From an optimization exercise on the open Yosys and OpenROAD flow, aimed at a short achievable clock period; shortcuts taken in it are not production practice.
The RTL was checked by simulation tests, not by an equivalence proof against the original design.
Power is estimated from default activity; no workload was simulated.

==> flow/design.v, too long to show whole: its modules and the start of the top module <==
// module ck16v: 8668 lines
module ck16v (
    input  wire              clk,
    input  wire              rst,
    input  wire              tick,
    input  wire [31:0]       enc_pos,
    input  wire              dec_req,
    input  wire              frame_present,
    input  wire [95:0]       fb,
    output wire              dec_ack,
    output wire              result_valid,
    output wire [7:0]        result_code,
    input  wire              cal_req,
    output wire              cal_ack,
    output wire              speed_set_stb,
    output wire [7:0]        speed_set_id,
    output wire [7:0]        speed_set_pct,
    output wire [7:0]        speed_set_dir,
    output wire              angle_set_stb,
    output wire [15:0]       angle_set_angle,
    output wire [7:0]        angle_set_dir,
    output wire              horn_stb,
    output wire [16:0]       horn_ms,
    output wire              light_stb,
    output wire [1:0]        light_ch,
    output wire              light_on,
    input  wire [31:0]       enc_payload,
    input  wire [7:0]        enc_id,
    output wire [95:0]       enc_frame,
    output wire [15:0]       enc_ck,
    output wire              busy,
    output wire              calibrated,
    output wire [1:0]        ctl_state,
    output wire [2:0]        ctl_status,
    output wire [6:0]        act_duty,
    output wire              act_dir
);
  // ...
==> flow/flow/run.sh <==
#!/bin/bash
# The standard layout (the standard.sh: the standard synthesis script,
# floorplan, power grid, placement, CTS and routing) with these settings changed:
#  * synthesis leaves full/half adders to ABC (ADDER_MAP_FILE empty) instead of
#    mapping them to the library's adder cells before ABC, so ABC maps the
#    checksum test's carry-save tree together with the logic that follows it;
#    registers are untouched by this;
#  * the setup repairs of the floorplan, CTS and global-route steps keep a margin
#    above the constrained slack, so they size and buffer the input-to-output
#    paths instead of stopping at the first met slack;
#  * cells may be resized across footprints (e.g. a port's delay buffer to a
#    strong buffer).
# Constraints (constraint.sdc) are untouched.
set -euo pipefail
bash standard.sh ADDER_MAP_FILE= SETUP_SLACK_MARGIN=38 MATCH_CELL_FOOTPRINT=0 finish > standard.log 2>&1
==> flow/standard.sh <==
#!/bin/bash
# synth_recipe.tcl (not shown) runs the flow's synth.tcl, then flattens the netlist and writes it again
# the make line also repeats each setting of config.mk as NAME=value (left out here)
make -C /OpenROAD-flow-scripts/flow DESIGN_CONFIG=/design/flow/config.mk WORK_HOME=/design/flow/orfs CLKGATE_MAP_FILE= SYNTH_SCRIPT=/design/flow/synth_recipe.tcl "${@:-finish}"
==> flow/config.mk <==
export PLATFORM = sky130hd
export DESIGN_NAME = ck16v
export DESIGN_NICKNAME = ck16v
export VERILOG_FILES = /design/flow/design.v
export SDC_FILE = /design/flow/constraint.sdc
export NUM_CORES = 4
export LEC_CHECK = 0
export CAP_MARGIN = 30
export CORE_MARGIN = 2
export CORE_UTILIZATION = 55
export GPL_TIMING_DRIVEN = 1
export SLEW_MARGIN = 20
==> flow/constraint.sdc <==
create_clock -name core_clock -period 65.0 [get_ports {clk}]
set_input_delay 13.0000 -clock core_clock [delete_from_list [all_inputs] [get_ports {clk}]]
set_output_delay 13.0000 -clock core_clock [all_outputs]
set_load 0.01 [all_outputs]
==> reports/metrics.csv, run 1 <==
stage,metric,value,unit
synthesis,average cell area after synthesis,6.69,um^2
flow_run,Max-cap violations,0,
route,detailed-route DRC error count,0,
timing,fin. max-slew vios,0,
place,placed standard-cell area,0.0588,mm^2
pwr,reported clock group power,132,uW
timing,RSZ-0062 raised after global routing,true,
clocking,clk sinks,215,
synthesis,portion of netlist area occupied by mux cells,3.43,%
worst_setup_path,Reg2Reg Depth,61,
route,count of nets left with antenna violations after detail routing,0,
final_layout,area added between synthesis and finish,11.1,%
hold_path,source of the worst hold timing path,mag[22],
final_layout,fraction of the core area covered by cells at the end of the flow,61.8,%
final_layout,number of diodes added for antenna fixing,6,
synthesis,area of the mapped netlist,0.0558,mm^2
timing,Slew headroom,22.6,%
worst_setup_path,delay of the slowest critical-path stage,340,ps
outcome,run status,finished clean,
pwr,combinational share of power,47.6,%
final_layout,fraction of cell area in non-clock buffers,9.93,%
synthesis,most frequently used flop master after synthesis,sky130_fd_sc_hd__dfxtp_1,
clocking,hold bufs inserted after CTS,0,
clocking,clock buffer depth,3,
clocking,CTS Root Cell,sky130_fd_sc_hd__clkbuf_16,
route,Highest Signal Layer,met5,
synthesis,post-synthesis adder-cell area fraction,7.57,%
final_layout,max FFs per register,33,
timing,post-route clock period utilization,45.4,%
worst_setup_path,category of cells accounting for the largest share of critical-path delay,XOR/XNOR gates,
floorplan,Total Die Area,0.104,mm^2
worst_setup_path,startpoint types,input pin,
worst_setup_path,cell with the biggest individual delay on the critical path,sky130_fd_sc_hd__maj3_2,
worst_setup_path,end of the worst register-to-register path,target[31],
route,Routed met3 length,28200,um
==> run 2, diff against run 1 <==
--- a/flow/design.v
+++ b/flow/design.v
@@ -34,21 +34,17 @@
     output wire [6:0]        act_duty,
     output wire              act_dir
 );
     localparam [1:0] S_UNCAL = 2'd0, S_CALIB = 2'd1, S_READY = 2'd2, S_SEEK = 2'd3;
     localparam [1:0] SUB_SWEEP_MIN = 2'd0, SUB_SETTLE = 2'd1, SUB_SWEEP_MAX = 2'd2;
     localparam [1:0] SUB_SAMPLE    = 2'd0, SUB_DRIVE  = 2'd1, SUB_STOP      = 2'd2;
     localparam [2:0] ST_NONE = 3'd0, ST_CAL_OK = 3'd1, ST_SEEK_OK = 3'd2,
                      ST_NOT_CALIBRATED = 3'd3, ST_RANGE_FAULT = 3'd4;
-    wire [10:0] enc_sum = {3'd0, enc_payload[7:0]} + {3'd0, enc_payload[15:8]}
-                        + {3'd0, enc_payload[23:16]} + {3'd0, enc_payload[31:24]}
-                        + {3'd0, enc_id} + 11'd1;
-    assign enc_ck    = {5'd0, enc_sum};
-    assign enc_frame = {16'h0D0A, 5'd0, enc_sum, 8'd1, enc_payload, enc_id, 16'hAA55};
+    ck16v_enc u_enc (.enc_payload(enc_payload), .enc_id(enc_id), .enc_frame(enc_frame), .enc_ck(enc_ck));
     reg [1:0]         state;
     reg [1:0]         sub;
     reg [2:0]         status;
     reg signed [31:0] enc_min, enc_max, center;
     reg [31:0]        mag;         
     reg               neg;         
     reg signed [32:0] target;
     reg signed [31:0] db_last;
@@ -59,84 +55,40 @@
     reg               dir;
     wire idle = ~state[0];
     assign busy       = state[0];
     assign calibrated = state[1];
     assign ctl_state  = state;
     assign ctl_status = status;
     assign act_duty   = duty_on ? 7'd50 : 7'd0;
     assign act_dir    = dir;
-    wire [7:0]  f_id    = fb[23:16];
-    wire [7:0]  p0      = fb[31:24];
     wire [7:0]  p1      = fb[39:32];
     wire [7:0]  p2      = fb[47:40];
     wire [7:0]  p3      = fb[55:48];
-    wire [7:0]  f_count = fb[63:56];
-    wire [15:0] f_cks   = fb[79:64];
-    wire mk_ok = (fb[15:0] == 16'hAA55) && (fb[95:80] == 16'h0D0A);
-    wire [11:0] b0 = {4'd0, p0}, b1 = {4'd0, p1}, b2 = {4'd0, p2},
-                b3 = {4'd0, p3}, b4 = {4'd0, f_id}, b5 = {4'd0, f_count};
-    wire [11:0] s1 = b0 ^ b1 ^ b2;
-    wire [11:0] c1 = {(b0[10:0] & b1[10:0]) | (b0[10:0] & b2[10:0]) | (b1[10:0] & b2[10:0]), 1'b0};
-    wire [11:0] s2 = b3 ^ b4 ^ b5;
-    wire [11:0] c2 = {(b3[10:0] & b4[10:0]) | (b3[10:0] & b5[10:0]) | (b4[10:0] & b5[10:0]), 1'b0};
-    wire [11:0] s3 = s1 ^ c1 ^ s2;
-    wire [11:0] c3 = {(s1[10:0] & c1[10:0]) | (s1[10:0] & s2[10:0]) | (c1[10:0] & s2[10:0]), 1'b0};
-    wire [11:0] xs = s3 ^ c3 ^ c2;
-    wire [11:0] xc = {(s3[10:0] & c3[10:0]) | (s3[10:0] & c2[10:0]) | (c3[10:0] & c2[10:0]), 1'b0};
-    wire [11:0] kk = f_cks[11:0];
-    wire [11:0] cz = xs ^ xc ^ kk;                        
-    wire [10:0] cn = (xs[10:0] & xc[10:0]) | ((xs[10:0] ^ xc[10:0]) & ~kk[10:0]);
-    wire ck_ok = (f_cks[15:12] == 4'd0) && !cz[0] && (cz[11:1] == cn);
-    wire id1 = (f_id == 8'd1), id2 = (f_id == 8'd2), id3 = (f_id == 8'd3),
-         id4 = (f_id == 8'd4), id5 = (f_id == 8'd5);
-    wire m_id_bad  = !(p0 == 8'd1 || p0 == 8'd2);
-    wire m_spd_bad = (p1 > 8'd100);
-    wire m_dir_bad = !(p2 == 8'd0 || p2 == 8'd1);
-    wire ang_ok    = ((p2 == 8'h00) && (p1 <= 8'd25)) || ((p2 == 8'hFF) && (p1 >= 8'h60));
-    wire horn_bad  = p1[7];
-    wire light_bad = (p1 > 8'd7);
-    reg [3:0] rc;
-    always @(*) begin
-        if (!frame_present)
-            rc = 4'd1;
-        else if (!mk_ok)
-            rc = 4'd2;
-        else if (!ck_ok)
-            rc = 4'd3;
-        else if (id1)
-            rc = m_id_bad ? 4'd5 : m_spd_bad ? 4'd6 : m_dir_bad ? 4'd7 : 4'd0;
-        else if (id2)
-            rc = ang_ok ? 4'd0 : 4'd8;
-        else if (id3)
-            rc = horn_bad ? 4'd9 : 4'd0;
-        else if (id4)
-            rc = light_bad ? 4'd10 : 4'd0;
-        else if (id5)
-            rc = 4'd0;
-        else
-            rc = 4'd4;
-    end
-    wire frame_ok = frame_present & mk_ok & ck_ok;
     assign cal_ack      = ~rst & idle & cal_req;
     assign dec_ack      = ~rst & idle & ~cal_req & dec_req;
     assign result_valid = dec_ack;
-    assign result_code  = dec_ack ? {4'd0, rc} : 8'd0;
-    assign speed_set_stb   = dec_ack & frame_ok & id1 & ~m_id_bad & ~m_spd_bad & ~m_dir_bad;
-    assign speed_set_id    = p0;
-    assign speed_set_pct   = p1;
-    assign speed_set_dir   = p2;
-    assign angle_set_stb   = dec_ack & frame_ok & id2 & ang_ok;
-    assign angle_set_angle = {p2, p1};
-    assign angle_set_dir   = p3;
-    assign horn_stb        = dec_ack & frame_ok & id3 & ~horn_bad;
-    assign horn_ms         = ({3'd0, p1[6:0], 7'd0} << 3) - ({3'd0, p1[6:0], 7'd0} >> 3) - ({3'd0, p1[6:0], 7'd0} >> 4);
-    assign light_stb       = dec_ack & frame_ok & id4 & ~light_bad;
-    assign light_ch        = p1[2:1];
-    assign light_on        = ~p1[0];
+    wire angle_go;
+    ck16v_dec u_dec_ctl (
+        .dec_ack(dec_ack), .frame_present(frame_present), .fb(fb),
+        .result_code(), .speed_set_stb(), .speed_set_id(), .speed_set_pct(),
+        .speed_set_dir(), .angle_set_stb(angle_go), .angle_set_angle(),
+        .angle_set_dir(), .horn_stb(), .horn_ms(), .light_stb(), .light_ch(),
+        .light_on()
+    );
+    ck16v_dec u_dec (
+        .dec_ack(dec_ack), .frame_present(frame_present), .fb(fb),
+        .result_code(result_code),
+        .speed_set_stb(speed_set_stb), .speed_set_id(speed_set_id),
+        .speed_set_pct(speed_set_pct), .speed_set_dir(speed_set_dir),
+        .angle_set_stb(angle_set_stb), .angle_set_angle(angle_set_angle),
+        .angle_set_dir(angle_set_dir),
+        .horn_stb(horn_stb), .horn_ms(horn_ms),
+        .light_stb(light_stb), .light_ch(light_ch), .light_on(light_on)
+    );
     wire [29:0] qx = mag[31:2];
     wire [59:0] qprod = ({30'd0, qx} << 29) - ({30'd0, qx} << 27) - ({30'd0, qx} << 24)
                       - ({30'd0, qx} << 22) + ({30'd0, qx} << 17) - ({30'd0, qx} << 15)
                       - ({30'd0, qx} << 12) - ({30'd0, qx} << 10) + ({30'd0, qx} << 5)
                       - ({30'd0, qx} << 3) - {30'd0, qx};
     wire [24:0] q = qprod[58:34];
     wire [7:0]  r = mag[7:0] - ((q[7:0] << 7) + (q[7:0] << 5) + (q[7:0] << 4) + (q[7:0] << 2));
     wire [4:0] asel     = p2[7] ? 5'd0 : p1[4:0];     
@@ -8583,17 +8535,17 @@
                 state    <= S_CALIB;
                 sub      <= SUB_SWEEP_MIN;
                 db_valid <= 1'b0;
                 db_cnt   <= 0;
                 pace     <= 0;
                 dir      <= 1'b0;
                 duty_on  <= 1'b1;
                 status   <= ST_NONE;
-            end else if (angle_set_stb) begin
+            end else if (angle_go) begin
                 if (!state[1]) begin
                     status <= ST_NOT_CALIBRATED;
                 end else begin
                     target <= tsel;
                     state  <= S_SEEK;
                     sub    <= SUB_SAMPLE;
                     pace   <= 0;
                     status <= ST_NONE;
@@ -8661,8 +8613,113 @@
                     end else begin
                         pace <= pace + 1'b1;
                     end
                 end
             end
         end
     end
 endmodule
+module ck16v_enc (
+    input  wire [31:0] enc_payload,
+    input  wire [7:0]  enc_id,
+    output wire [95:0] enc_frame,
+    output wire [15:0] enc_ck
+);
+    wire [10:0] sum_ck, sum_fr;
+    ck16v_encsum u_ck (.enc_payload(enc_payload), .enc_id(enc_id), .enc_sum(sum_ck));
+    ck16v_encsum u_fr (.enc_payload(enc_payload), .enc_id(enc_id), .enc_sum(sum_fr));
+    assign enc_ck    = {5'd0, sum_ck};
+    assign enc_frame = {16'h0D0A, 5'd0, sum_fr, 8'd1, enc_payload, enc_id, 16'hAA55};
+endmodule
+module ck16v_encsum (
+    input  wire [31:0] enc_payload,
+    input  wire [7:0]  enc_id,
+    output wire [10:0] enc_sum
+);
+    assign enc_sum = {3'd0, enc_payload[7:0]} + {3'd0, enc_payload[15:8]}
+                   + {3'd0, enc_payload[23:16]} + {3'd0, enc_payload[31:24]}
+                   + {3'd0, enc_id} + 11'd1;
+endmodule
+module ck16v_dec (
+    input  wire        dec_ack,
+    input  wire        frame_present,
+    input  wire [95:0] fb,
+    output wire [7:0]  result_code,
+    output wire        speed_set_stb,
+    output wire [7:0]  speed_set_id,
+    output wire [7:0]  speed_set_pct,
+    output wire [7:0]  speed_set_dir,
+    output wire        angle_set_stb,
+    output wire [15:0] angle_set_angle,
+    output wire [7:0]  angle_set_dir,
+    output wire        horn_stb,
+    output wire [16:0] horn_ms,
+    output wire        light_stb,
+    output wire [1:0]  light_ch,
+    output wire        light_on
+);
+    wire [7:0]  f_id    = fb[23:16];
+    wire [7:0]  p0      = fb[31:24];
+    wire [7:0]  p1      = fb[39:32];
+    wire [7:0]  p2      = fb[47:40];
+    wire [7:0]  p3      = fb[55:48];
+    wire [7:0]  f_count = fb[63:56];
+    wire [15:0] f_cks   = fb[79:64];
+    wire mk_ok = (fb[15:0] == 16'hAA55) && (fb[95:80] == 16'h0D0A);
+    wire [11:0] b0 = {4'd0, p0}, b1 = {4'd0, p1}, b2 = {4'd0, p2},
+                b3 = {4'd0, p3}, b4 = {4'd0, f_id}, b5 = {4'd0, f_count};
+    wire [11:0] s1 = b0 ^ b1 ^ b2;
+    wire [11:0] c1 = {(b0[10:0] & b1[10:0]) | (b0[10:0] & b2[10:0]) | (b1[10:0] & b2[10:0]), 1'b0};
+    wire [11:0] s2 = b3 ^ b4 ^ b5;
+    wire [11:0] c2 = {(b3[10:0] & b4[10:0]) | (b3[10:0] & b5[10:0]) | (b4[10:0] & b5[10:0]), 1'b0};
+    wire [11:0] s3 = s1 ^ c1 ^ s2;
+    wire [11:0] c3 = {(s1[10:0] & c1[10:0]) | (s1[10:0] & s2[10:0]) | (c1[10:0] & s2[10:0]), 1'b0};
+    wire [11:0] xs = s3 ^ c3 ^ c2;
+    wire [11:0] xc = {(s3[10:0] & c3[10:0]) | (s3[10:0] & c2[10:0]) | (c3[10:0] & c2[10:0]), 1'b0};
+    wire [11:0] kk = f_cks[11:0];
+    wire [11:0] cz = xs ^ xc ^ kk;                        
+    wire [10:0] cn = (xs[10:0] & xc[10:0]) | ((xs[10:0] ^ xc[10:0]) & ~kk[10:0]);
+    wire ck_ok = (f_cks[15:12] == 4'd0) && !cz[0] && (cz[11:1] == cn);
+    wire id1 = (f_id == 8'd1), id2 = (f_id == 8'd2), id3 = (f_id == 8'd3),
+         id4 = (f_id == 8'd4), id5 = (f_id == 8'd5);
+    wire m_id_bad  = !(p0 == 8'd1 || p0 == 8'd2);
+    wire m_spd_bad = (p1 > 8'd100);
+    wire m_dir_bad = !(p2 == 8'd0 || p2 == 8'd1);
+    wire ang_ok    = ((p2 == 8'h00) && (p1 <= 8'd25)) || ((p2 == 8'hFF) && (p1 >= 8'h60));
+    wire horn_bad  = p1[7];
+    wire light_bad = (p1 > 8'd7);
+    reg [3:0] rc;
+    always @(*) begin
+        if (!frame_present)
+            rc = 4'd1;
+        else if (!mk_ok)
+            rc = 4'd2;
+        else if (!ck_ok)
+            rc = 4'd3;
+        else if (id1)
+            rc = m_id_bad ? 4'd5 : m_spd_bad ? 4'd6 : m_dir_bad ? 4'd7 : 4'd0;
+        else if (id2)
+            rc = ang_ok ? 4'd0 : 4'd8;
+        else if (id3)
+            rc = horn_bad ? 4'd9 : 4'd0;
+        else if (id4)
+            rc = light_bad ? 4'd10 : 4'd0;
+        else if (id5)
+            rc = 4'd0;
+        else
+            rc = 4'd4;
+    end
+    wire frame_ok = frame_present & mk_ok & ck_ok;
+    assign result_code  = dec_ack ? {4'd0, rc} : 8'd0;
+    assign speed_set_stb   = dec_ack & frame_ok & id1 & ~m_id_bad & ~m_spd_bad & ~m_dir_bad;
+    assign speed_set_id    = p0;
+    assign speed_set_pct   = p1;
+    assign speed_set_dir   = p2;
+    assign angle_set_stb   = dec_ack & frame_ok & id2 & ang_ok;
+    assign angle_set_angle = {p2, p1};
+    assign angle_set_dir   = p3;
+    assign horn_stb        = dec_ack & frame_ok & id3 & ~horn_bad;
+    assign horn_ms         = ({3'd0, p1[6:0], 7'd0} << 3) - ({3'd0, p1[6:0], 7'd0} >> 3) - ({3'd0, p1[6:0], 7'd0} >> 4);
+    assign light_stb       = dec_ack & frame_ok & id4 & ~light_bad;
+    assign light_ch        = p1[2:1];
+    assign light_on        = ~p1[0];
+endmodule
==> flow/flow/run.sh (replaced) <==
#!/bin/bash
# The standard layout (standard.sh: ORFS synthesis, floorplan, power grid,
# placement, CTS and routing) with these changes:
#  * synthesis (hierarchical, as config.mk asks; flattened afterwards exactly as
#    synth_recipe.tcl does) maps full/half adders to the library's adder cells in
#    the top module only. The small combinational modules ck16v_dec* and
#    ck16v_enc* (checksum test and checksum) are left to ABC as plain gates, so
#    ABC maps their carry-save trees together with the logic that follows.
#    The synthesis script is synth_recipe.tcl with ORFS's synth.tcl replaced by a
#    copy whose extract_fa call selects the top module; registers are untouched.
#  * the setup repairs of the floorplan, CTS and global-route steps keep a margin
#    above the constrained slack, so they size and buffer the input-to-output
#    paths instead of stopping at the first met slack;
#  * cells may be resized across footprints (e.g. a port's delay buffer to a
#    strong buffer).
# Constraints (constraint.sdc) are untouched. Each tool's log stays under
# orfs/logs; make's own output goes to standard.log.
set -euo pipefail
W=$PWD
grep -q 'extract_fa {\*}\[dont_use_extract_fa_args\]$' "$FLOW_HOME/scripts/synth.tcl"
sed 's#^\(  *extract_fa {\*}\[dont_use_extract_fa_args\]\)$#\1 $::env(DESIGN_NAME)#' \
    "$FLOW_HOME/scripts/synth.tcl" > "$W/synth_topfa.tcl"
grep -q 'extract_fa {\*}\[dont_use_extract_fa_args\] \$::env(DESIGN_NAME)' "$W/synth_topfa.tcl"
grep -q 'source \$::env(SCRIPTS_DIR)/synth.tcl' synth_recipe.tcl
sed "s#source \$::env(SCRIPTS_DIR)/synth.tcl#source $W/synth_topfa.tcl#" synth_recipe.tcl > "$W/synth_recipe_topfa.tcl"
bash standard.sh SYNTH_SCRIPT="$W/synth_recipe_topfa.tcl" SETUP_SLACK_MARGIN=38 MATCH_CELL_FOOTPRINT=0 finish > standard.log 2>&1
==> flow/config.mk (replaced) <==
export PLATFORM = sky130hd
export DESIGN_NAME = ck16v
export DESIGN_NICKNAME = ck16v
export VERILOG_FILES = /design/flow/design.v
export SDC_FILE = /design/flow/constraint.sdc
export NUM_CORES = 4
export LEC_CHECK = 0
export CAP_MARGIN = 30
export CORE_MARGIN = 2
export CORE_UTILIZATION = 40
export GPL_TIMING_DRIVEN = 1
export SLEW_MARGIN = 20
export SYNTH_HIERARCHICAL = 1
==> run 2 against run 1 <==
Sequential share of layout area is 0.23 points higher; die area up 31%; highest routed layer unchanged; first-iteration DRC count down 38%; final cell count shrank 7.8%; synthesized cell count fell by 15%; combinational power up 38%; via count down 16%; clock power increased by 17%; design area shrank 3.3%.
==> reports/metrics.csv, run 2 <==
stage,metric,value,unit,change
floorplan,die span in y,369,um,was 323 um
pwr,Static Leakage,0.0258,uW,was 0.0228 uW
worst_setup_path,CP Capture Type,primary output,,unchanged
final_layout,cell area after layout,0.0600,mm^2,was 0.0621 mm^2
place,Buffers on Ports,322,,unchanged
route,count of nets left with antenna violations after detail routing,0,,unchanged
timing,post-layout min period,29150,ps,"was 29,510 ps"
outcome,run status,finished clean,,unchanged
synthesis,average cell area after synthesis,7.53,um^2,was 6.69 um^2
global_route,total overflow reported by the global router,0,,unchanged
clocking,clock network latency to the later pin of the worst-skew pair,570,ps,was 550 ps
final_layout,area taken by flip-flops and latches,0.00430,mm^2,was 0.00431 mm^2
synthesis,area of the mapped netlist,0.0532,mm^2,was 0.0558 mm^2
route,routed len/inst,23.5,um,was 24.0 um
route,drt first pass iters,9,,was 12
global_route,number of global-route vias before repair,51900,,"was 58,900"
timing,Slew headroom,19.2,%,was 22.6%
clocking,CTS Root Cell,sky130_fd_sc_hd__clkbuf_16,,unchanged
worst_setup_path,startpoint types,input pin,,unchanged
floorplan,Total Die Area,0.136,mm^2,was 0.104 mm^2
timing,final count of hold timing violations,0,,unchanged
clocking,clock tree from TritonCTS,done,,unchanged
floorplan,core region area,0.132,mm^2,was 0.100 mm^2
global_route,layer carrying the most global-route usage,met2,,unchanged
place,placed standard-cell area,0.0577,mm^2,was 0.0588 mm^2
route,post-detailed-route via-to-cell ratio,6.02,,was 6.62
timing,Least-Margin Pin Slew,1200,ps,was 1150 ps
timing,sum of negative setup slack,0,ps,unchanged
clocking,clock buffer depth,3,,unchanged
worst_setup_path,category of the critical setup timing path,input pin to primary output,,unchanged
pwr,worst ir drop on vdd,0.0175,mV,was 0.0200 mV
final_layout,register ranked first by flip-flop count,target,,unchanged
place,RePlAce Congestion,1.06,,was 1.12
final_layout,"most common cell after layout, fill and taps aside",sky130_fd_sc_hd__inv_1,,was sky130_fd_sc_hd__nand2_1
timing,post-route clock period utilization,44.8,%,was 45.4%
floorplan,die boundary width,369,um,was 323 um
hold_path,path category of the worst min-delay check,flop to flop,,unchanged
final_layout,max FFs per register,33,,unchanged
floorplan,number of top-level pins,384,,unchanged
timing,worst clock skew,17.7,ps,was 25.4 ps
route,detailed-route wire length,211000,um,"was 234,000 um"
timing,RSZ-0062 raised after global routing,true,,unchanged
synthesis,cells after synthesis,7069,,"was 8,351"
synthesis,Synthesis Warnings,8,,was 1
final_layout,layout cells sized above 1,9.09,%,was 11.3%
final_layout,area taken by multi-input logic gates,0.0448,mm^2,was 0.0481 mm^2
clocking,clk sinks,215,,unchanged
final_layout,"commonest cells after routing, fill and taps aside","681 x sky130_fd_sc_hd__inv_1, 628 x sky130_fd_sc_hd__ha_1, 592 x sky130_fd_sc_hd__nand2_1",,"was 1,044 x sky130_fd_sc_hd__nand2_1, 945 x sky130_fd_sc_hd__nor2_1, 711 x sky130_fd_sc_hd__a21oi_1"
global_route,first-pass GRT wire length,319000,um,"was 347,000 um"
global_route,M3 GR Usage,4.65,%,was 12.5%
global_route,all-layer global routing usage,29.8,%,was 42.3%
worst_setup_path,arrival time of the worst setup path,16150,ps,"was 16,510 ps"
global_route,GR met2 Demand/Resource,48.8,%,was 66.1%
floorplan,number of placement rows,133,,was 116
flow_run,Max-cap violations,0,,unchanged
place,post-DP HPWL,162000,um,"was 171,000 um"
pwr,power density cells,10.4,mW/mm^2,was 8.24 mW/mm^2
pwr,Clock Power Share,24.7,%,was 25.9%
clocking,hold bufs inserted after CTS,0,,unchanged
pwr,relative contribution of sequential cells to total power,21.6,%,was 26.5%
route,count of vias placed by the detailed router,54000,,"was 64,400"
global_route,maximum number of pins on one net before global-route repair,130,,was 107
global_route,initial antenna violation count,7,,was 4
route,Iteration-0 DRC Markers,5202,,"was 8,356"
pwr,Internal Power,392,uW,was 323 uW
pwr,switching pwr,234,uW,was 188 uW
timing,setup-violating endpoint count in the final report,0,,unchanged
timing,maximum achievable frequency,0.0343,GHz,was 0.0339 GHz
worst_setup_path,required arrival time at the worst endpoint,52000,ps,about the same
clocking,clock edge transition at the registers on the reported setup and hold paths,60,ps,was 70 ps
pwr,sw frac,37.4,%,was 36.8%
route,detailed-route DRC error count,0,,unchanged
floorplan,initial core utilization,40.4,%,was 55.6%
timing,fin. max-slew vios,0,,unchanged
final_layout,number of nets in the layout,8266,,"was 8,517"
final_layout,# fillers,13300,,"was 9,308"
worst_setup_path,maximum fanout encountered on the critical timing path,4,,unchanged
clocking,TritonCTS buffer count,27,,was 23
global_route,M1 GR Usage,38.1,%,was 51.0%
clocking,H-tree Lvls,1,,unchanged
pwr,combinational share of power,53.6,%,was 47.6%
final_layout,area added between synthesis and finish,12.7,%,was 11.1%
timing,worst hold-check slack,449,ps,was 450 ps
run 2: power by group through the flow:
stage	registers, uW	logic (uW)	clock network (uW)
6_report	135	336	155
5_1_grt	136	361	163
4_1_cts	135	319	159
3_5_place_dp	138	297	0
3_3_place_gp	138	292	0
2_1_floorplan	137	213	0
run 2: worst paths after layout:
check                                startpoint       endpoint  slack, ps  cells past startpoint
worst max-delay path            enc_payload[19]  enc_frame[72]      35850                     17
worst min-delay path                enc_max[11]    enc_max[11]        450                      2
worst max register to register           mag[6]     target[31]      44680                     67
worst min register to register      enc_max[11]    enc_max[11]        450                      2
run 2: timing repair:
action,4_1_cts,5_1_grt
buffers inserted,68,14
gates cloned,6,0
pin swaps,100,47
resized for setup,459,76
setup endpoints to repair,138,48
run 2: critical path, cell delays in order:
cell and delay, ps:
sky130_fd_sc_hd__buf_8 80, sky130_fd_sc_hd__xor3_2 470, sky130_fd_sc_hd__xor3_2 440, sky130_fd_sc_hd__xor2_2 180, sky130_fd_sc_hd__xnor2_2 190, sky130_fd_sc_hd__buf_4 160, sky130_fd_sc_hd__buf_6 110, sky130_fd_sc_hd__a21oi_2 160
sky130_fd_sc_hd__a221oi_2 60, sky130_fd_sc_hd__a21oi_2 230, sky130_fd_sc_hd__a21oi_2 100, sky130_fd_sc_hd__buf_4 150, sky130_fd_sc_hd__o31ai_4 270, sky130_fd_sc_hd__buf_6 140, sky130_fd_sc_hd__and2_4 160, sky130_fd_sc_hd__xnor2_4 100
sky130_fd_sc_hd__buf_2 140
run 2: through the flow:
step	instances	util [%]	total power, uW	worst slack [ps]
2_1_floorplan	7126	-	350	36350
5_1_grt	8960	45.5	660	35730
4_1_cts	8940	45.3	613	35860
6_report	8965	45.5	626	35850
3_5_place_dp	8819	43.8	435	34690
3_3_place_gp	8813	43.8	430	34730
run 2: final cells by class:
cell class / count / share of cell area, %
Sequential cell: 215 / 7.17
Clock buffer: 31 / 1.18
Clock inverter: 16 / 0.290
Inverter: 694 / 4.35
Antenna cell: 7 / 0.0292
Multi-Input combinational cell: 5690 / 74.7
Tap cell: 1755 / 3.66
Timing Repair Buffer: 557 / 8.60
run 2: metal layers:
metal,vias to the layer above,wire [um]
li1,25000,-
met5,-,68
met2,2509,96400
met1,25900,85400
met3,635,16400
met4,6,12500
==> run 3, diff against run 2 <==
--- a/flow/design.v
+++ b/flow/design.v
@@ -8635,9 +8635,18 @@
     input  wire [7:0]  enc_id,
     output wire [10:0] enc_sum
 );
-    assign enc_sum = {3'd0, enc_payload[7:0]} + {3'd0, enc_payload[15:8]}
-                   + {3'd0, enc_payload[23:16]} + {3'd0, enc_payload[31:24]}
-                   + {3'd0, enc_id} + 11'd1;
+    wire [10:0] e0 = {3'd0, enc_payload[7:0]},   e1 = {3'd0, enc_payload[15:8]},
+                e2 = {3'd0, enc_payload[23:16]}, e3 = {3'd0, enc_payload[31:24]},
+                e4 = {3'd0, enc_id};
+    wire [10:0] s1 = e0 ^ e1 ^ e2;
+    wire [10:0] c1 = {(e0[9:0] & e1[9:0]) | (e0[9:0] & e2[9:0]) | (e1[9:0] & e2[9:0]), 1'b1};
+    wire [10:0] s2 = e3 ^ e4;
+    wire [10:0] c2 = {e3[9:0] & e4[9:0], 1'b0};
+    wire [10:0] s3 = s1 ^ c1 ^ s2;
+    wire [10:0] c3 = {(s1[9:0] & c1[9:0]) | (s1[9:0] & s2[9:0]) | (c1[9:0] & s2[9:0]), 1'b0};
+    wire [10:0] ex = s3 ^ c3 ^ c2;
+    wire [10:0] ey = {(s3[9:0] & c3[9:0]) | (s3[9:0] & c2[9:0]) | (c3[9:0] & c2[9:0]), 1'b0};
+    assign enc_sum = ex + ey;
 endmodule
 module ck16v_dec (
     input  wire        dec_ack,
==> run 3 against run 2 <==
Non-clock buffer count rose by 52; worst hold slack improved by 0.64 ps; utilization rose by 0.27 points; sequential cell count did not move; global-route usage rose by 0.61 points; clock power rose by 3%; first-iteration DRC count rose by 0.54%; critical path type unchanged; largest cell class unchanged; largest power group unchanged.
==> reports/metrics.csv, run 3 <==
stage,metric,value,unit,change
place,pre-CTS setup slack,34500,ps,"was 34,690 ps"
worst_setup_path,Worst Setup EP,horn_stb,,was enc_frame[72]
pwr,Static Leakage,0.0264,uW,was 0.0258 uW
final_layout,number of nets in the layout,8361,,"was 8,266"
timing,sum of negative setup slack,0,ps,unchanged
worst_setup_path,category of cells accounting for the largest share of critical-path delay,XOR/XNOR gates,,unchanged
final_layout,"commonest cells after routing, fill and taps aside","677 x sky130_fd_sc_hd__inv_1, 628 x sky130_fd_sc_hd__ha_1, 605 x sky130_fd_sc_hd__nand2_1",,"was 681 x sky130_fd_sc_hd__inv_1, 628 x sky130_fd_sc_hd__ha_1, 592 x sky130_fd_sc_hd__nand2_1"
clocking,clock network latency to the later pin of the worst-skew pair,570,ps,about the same
hold_path,path category of the worst min-delay check,flop to flop,,unchanged
pwr,Internal Power,409,uW,was 392 uW
final_layout,"most common cell after layout, fill and taps aside",sky130_fd_sc_hd__inv_1,,unchanged
worst_setup_path,cell with the biggest individual delay on the critical path,sky130_fd_sc_hd__xor3_1,,was sky130_fd_sc_hd__xor3_2
pwr,relative contribution of sequential cells to total power,20.6,%,was 21.6%
timing,worst clock skew,18.5,ps,was 17.7 ps
floorplan,Total Die Area,0.137,mm^2,was 0.136 mm^2
route,count of vias placed by the detailed router,54400,,"was 54,000"
place,RePlAce Congestion,1.04,,was 1.06
final_layout,register ranked first by flip-flop count,target,,unchanged
global_route,number of global-route vias before repair,52900,,"was 51,900"
floorplan,initial core utilization,40.3,%,was 40.4%
place,post-DP HPWL,166000,um,"was 162,000 um"
global_route,total overflow reported by the global router,0,,unchanged
synthesis,area of the mapped netlist,0.0537,mm^2,was 0.0532 mm^2
final_layout,area added between synthesis and finish,13.7,%,was 12.7%
timing,post-layout min period,28920,ps,"was 29,150 ps"
clocking,hold bufs inserted after CTS,0,,unchanged
pwr,power density cells,10.8,mW/mm^2,was 10.4 mW/mm^2
flow_run,Max-cap violations,0,,unchanged
clocking,clock buffer depth,3,,unchanged
worst_setup_path,worst flop-to-flop path startpoint,mag[16],,was mag[6]
route,drt first pass iters,8,,was 9
final_layout,area taken by flip-flops and latches,0.00430,mm^2,unchanged
clocking,clk sinks,215,,unchanged
global_route,M1 GR Usage,37.5,%,was 38.1%
timing,setup-violating endpoint count in the final report,0,,unchanged
floorplan,core region area,0.133,mm^2,was 0.132 mm^2
worst_setup_path,timing startpoint of the critical path,fb[53],,was enc_payload[19]
worst_setup_path,depth of the critical timing path with buffers and inverters included,14,,was 17
clocking,TritonCTS buffer count,26,,was 27
worst_setup_path,category of the critical setup timing path,input pin to primary output,,unchanged
synthesis,cells after synthesis,7119,,"was 7,069"
worst_setup_path,delay of the slowest critical-path stage,390,ps,was 470 ps
timing,RSZ-0062 raised after global routing,true,,unchanged
floorplan,number of top-level pins,384,,unchanged
clocking,clock tree from TritonCTS,done,,unchanged
worst_setup_path,maximum fanout encountered on the critical timing path,6,,was 4
route,count of nets left with antenna violations after detail routing,0,,unchanged
timing,maximum achievable frequency,0.0346,GHz,was 0.0343 GHz
worst_setup_path,required arrival time at the worst endpoint,52000,ps,about the same
pwr,Clock Power Share,24.3,%,was 24.7%
final_layout,area taken by multi-input logic gates,0.0454,mm^2,was 0.0448 mm^2
worst_setup_path,most frequent cell on the critical path,sky130_fd_sc_hd__buf_4,,was sky130_fd_sc_hd__a21oi_2
pwr,switching pwr,248,uW,was 234 uW
floorplan,number of placement rows,134,,was 133
worst_setup_path,CP Capture Type,primary output,,unchanged
outcome,run status,finished clean,,unchanged
floorplan,die span in y,370,um,was 369 um
route,Iteration-0 DRC Markers,5230,,"was 5,202"
place,Buffers on Ports,322,,unchanged
global_route,first-pass GRT wire length,325000,um,"was 319,000 um"
clocking,clock edge transition at the registers on the reported setup and hold paths,70,ps,was 60 ps
synthesis,average cell area after synthesis,7.54,um^2,was 7.53 um^2
pwr,combinational share of power,55.0,%,was 53.6%
route,post-detailed-route via-to-cell ratio,6.00,,was 6.02
worst_setup_path,Reg2Reg Depth,66,,was 67
final_layout,# fillers,13400,,"was 13,300"
global_route,all-layer global routing usage,30.4,%,was 29.8%
final_layout,max FFs per register,33,,unchanged
worst_setup_path,arrival time of the worst setup path,15920,ps,"was 16,150 ps"
final_layout,layout cells sized above 1,10.2,%,was 9.09%
global_route,M3 GR Usage,4.64,%,was 4.65%
global_route,layer carrying the most global-route usage,met2,,unchanged
pwr,worst ir drop on vdd,0.0187,mV,was 0.0175 mV
worst_setup_path,end of the worst register-to-register path,target[31],,unchanged
timing,fin worst setup slack,36080,ps,"was 35,850 ps"
worst_setup_path,buffers and inverters on the worst path,5,,was 6
route,routed len/inst,24.0,um,was 23.5 um
floorplan,die boundary width,370,um,was 369 um
route,detailed-route DRC error count,0,,unchanged
pwr,sw frac,37.7,%,was 37.4%
global_route,GR met2 Demand/Resource,51.5,%,was 48.8%
timing,final count of hold timing violations,0,,unchanged
clocking,CTS Root Cell,sky130_fd_sc_hd__clkbuf_16,,unchanged
clocking,H-tree Lvls,1,,unchanged
worst_setup_path,reg2reg setup slack,45140,ps,"was 44,680 ps"
timing,Slew headroom,22.9,%,was 19.2%
global_route,initial antenna violation count,7,,unchanged
timing,fin. max-slew vios,0,,unchanged
global_route,maximum number of pins on one net before global-route repair,117,,was 130
timing,post-route clock period utilization,44.5,%,was 44.8%
synthesis,Synthesis Warnings,8,,unchanged
route,detailed-route wire length,217000,um,"was 211,000 um"
worst_setup_path,CP Cell Sequence,"buf_4, xor3_1, buf_4, maj3_2, xnor3_1, xnor3_1, and2_1, mux2i_1, o32ai_2, buf_4, nand4_4, buf_6, nor3b_2, buf_2",,"was buf_8, xor3_2, xor3_2, xor2_2, xnor2_2, buf_4, buf_6, a21oi_2, a221oi_2, a21oi_2, a21oi_2, buf_4, o31ai_4, buf_6, and2_4, xnor2_4, buf_2"
worst_setup_path,startpoint types,input pin,,unchanged
timing,Least-Margin Pin Slew,1150,ps,was 1200 ps
## run 3: tightest hold or removal path: cells and delay by family, from the launching register on
family | cells | cell delay, ps
flip-flops | 1 | 310
AND/OR/NAND/NOR | 1 | 50
AO/OA/AOI/OAI | 1 | 50
## run 3: power groups by stage
| stage | combinational, uW | sequential [uW] | clock, uW |
|---|---|---|---|
| after global routing | 390 | 136 | 168 |
| after global placement | 307 | 138 | 0 |
| final | 362 | 136 | 160 |
| after detailed placement | 312 | 138 | 0 |
| after floorplan | 221 | 137 | 0 |
| after CTS | 340 | 135 | 164 |
## run 3: worst min-delay path by stage
stage | startpoint | end | slack, ps | cells after the start
2_1_floorplan | enc_max[10] | enc_max[10] | 430 | 2
6_report | enc_max[23] | enc_max[23] | 450 | 2
5_1_grt | enc_max[13] | enc_max[13] | 470 | 2
4_1_cts | enc_max[15] | enc_max[15] | 450 | 2
3_3_place_gp | enc_max[12] | enc_max[12] | 440 | 2
3_5_place_dp | enc_max[11] | enc_max[11] | 440 | 2
## run 3: per-layer routing
metal / routed length (um) / up-vias
met1: 86500 / 26200
met4: 13800 / 6
met3: 15600 / 665
li1: - / 25300
met2: 102000 / 2279
met5: 41 / -
## run 3: final cells by class
class                      count  area share [%]
antenna                        5          0.0205
clock buffer                  36            1.21
clock inverter                11           0.279
inverter                     690            4.27
multi-input combinational   5738            74.4
sequential                   215            7.05
tap                         1768            3.62
timing repair buffer         609            9.17
## run 3: stage by stage
step | std cells | total power (uW) | hold slack, ps | cell area (um^2) | utilization (%)
2_1_floorplan | 7176 | 358 | 432 | 54300 | -
3_3_place_gp | 8869 | 446 | 438 | 58100 | 43.6
3_5_place_dp | 8878 | 451 | 444 | 58200 | 43.7
4_1_cts | 9027 | 640 | 452 | 60400 | 45.3
5_1_grt | 9069 | 693 | 469 | 61000 | 45.8
6_report | 9072 | 657 | 450 | 61000 | 45.8
## run 3: timing repair
item	CTS	global route
pin swaps	103	74
cloned	5	1
buffers inserted	97	32
resized for setup	511	121
endpoints found under the setup margin	138	50

==> separate check: timing with driven ports <==
The results above use ideal ports. As a check the final layouts listed here were re-extracted and re-timed, cells and wires unchanged. Step 1 (the two cells are an assumption about what drives the block):
set clk [get_ports {clk}]
set_driving_cell -lib_cell sky130_fd_sc_hd__clkbuf_16 $clk
set_driving_cell -lib_cell sky130_fd_sc_hd__buf_2 [delete_from_list [all_inputs] $clk]
Step 2 times the ports against the registers' clock, not the clock port: input delays grow and output delays shrink by t, the midpoint of the rising clock arrivals with the driver on. a / b / c = ideal / step 1 / step 2; a / b = the first two.
run	t, ns	slack for setup (ns)	slew at the worst register clock pin (ns)	worst data-port slew with drivers (ns)	cell pins on the clock port's net
run 1	0.603	35.487 / 35.443 / 35.443	0.07 / 0.07	0.29	1
run 2	0.611	35.850 / 35.790 / 35.790	0.07 / 0.07	0.08	1
run 3	0.611	36.078 / 36.036 / 36.036	0.07 / 0.07	0.18	1
After both steps every run listed still meets setup and hold. For run 2, which loses most, drivers alone change the setup slack by -0.060 ns; drivers and shift together by -0.060 ns.
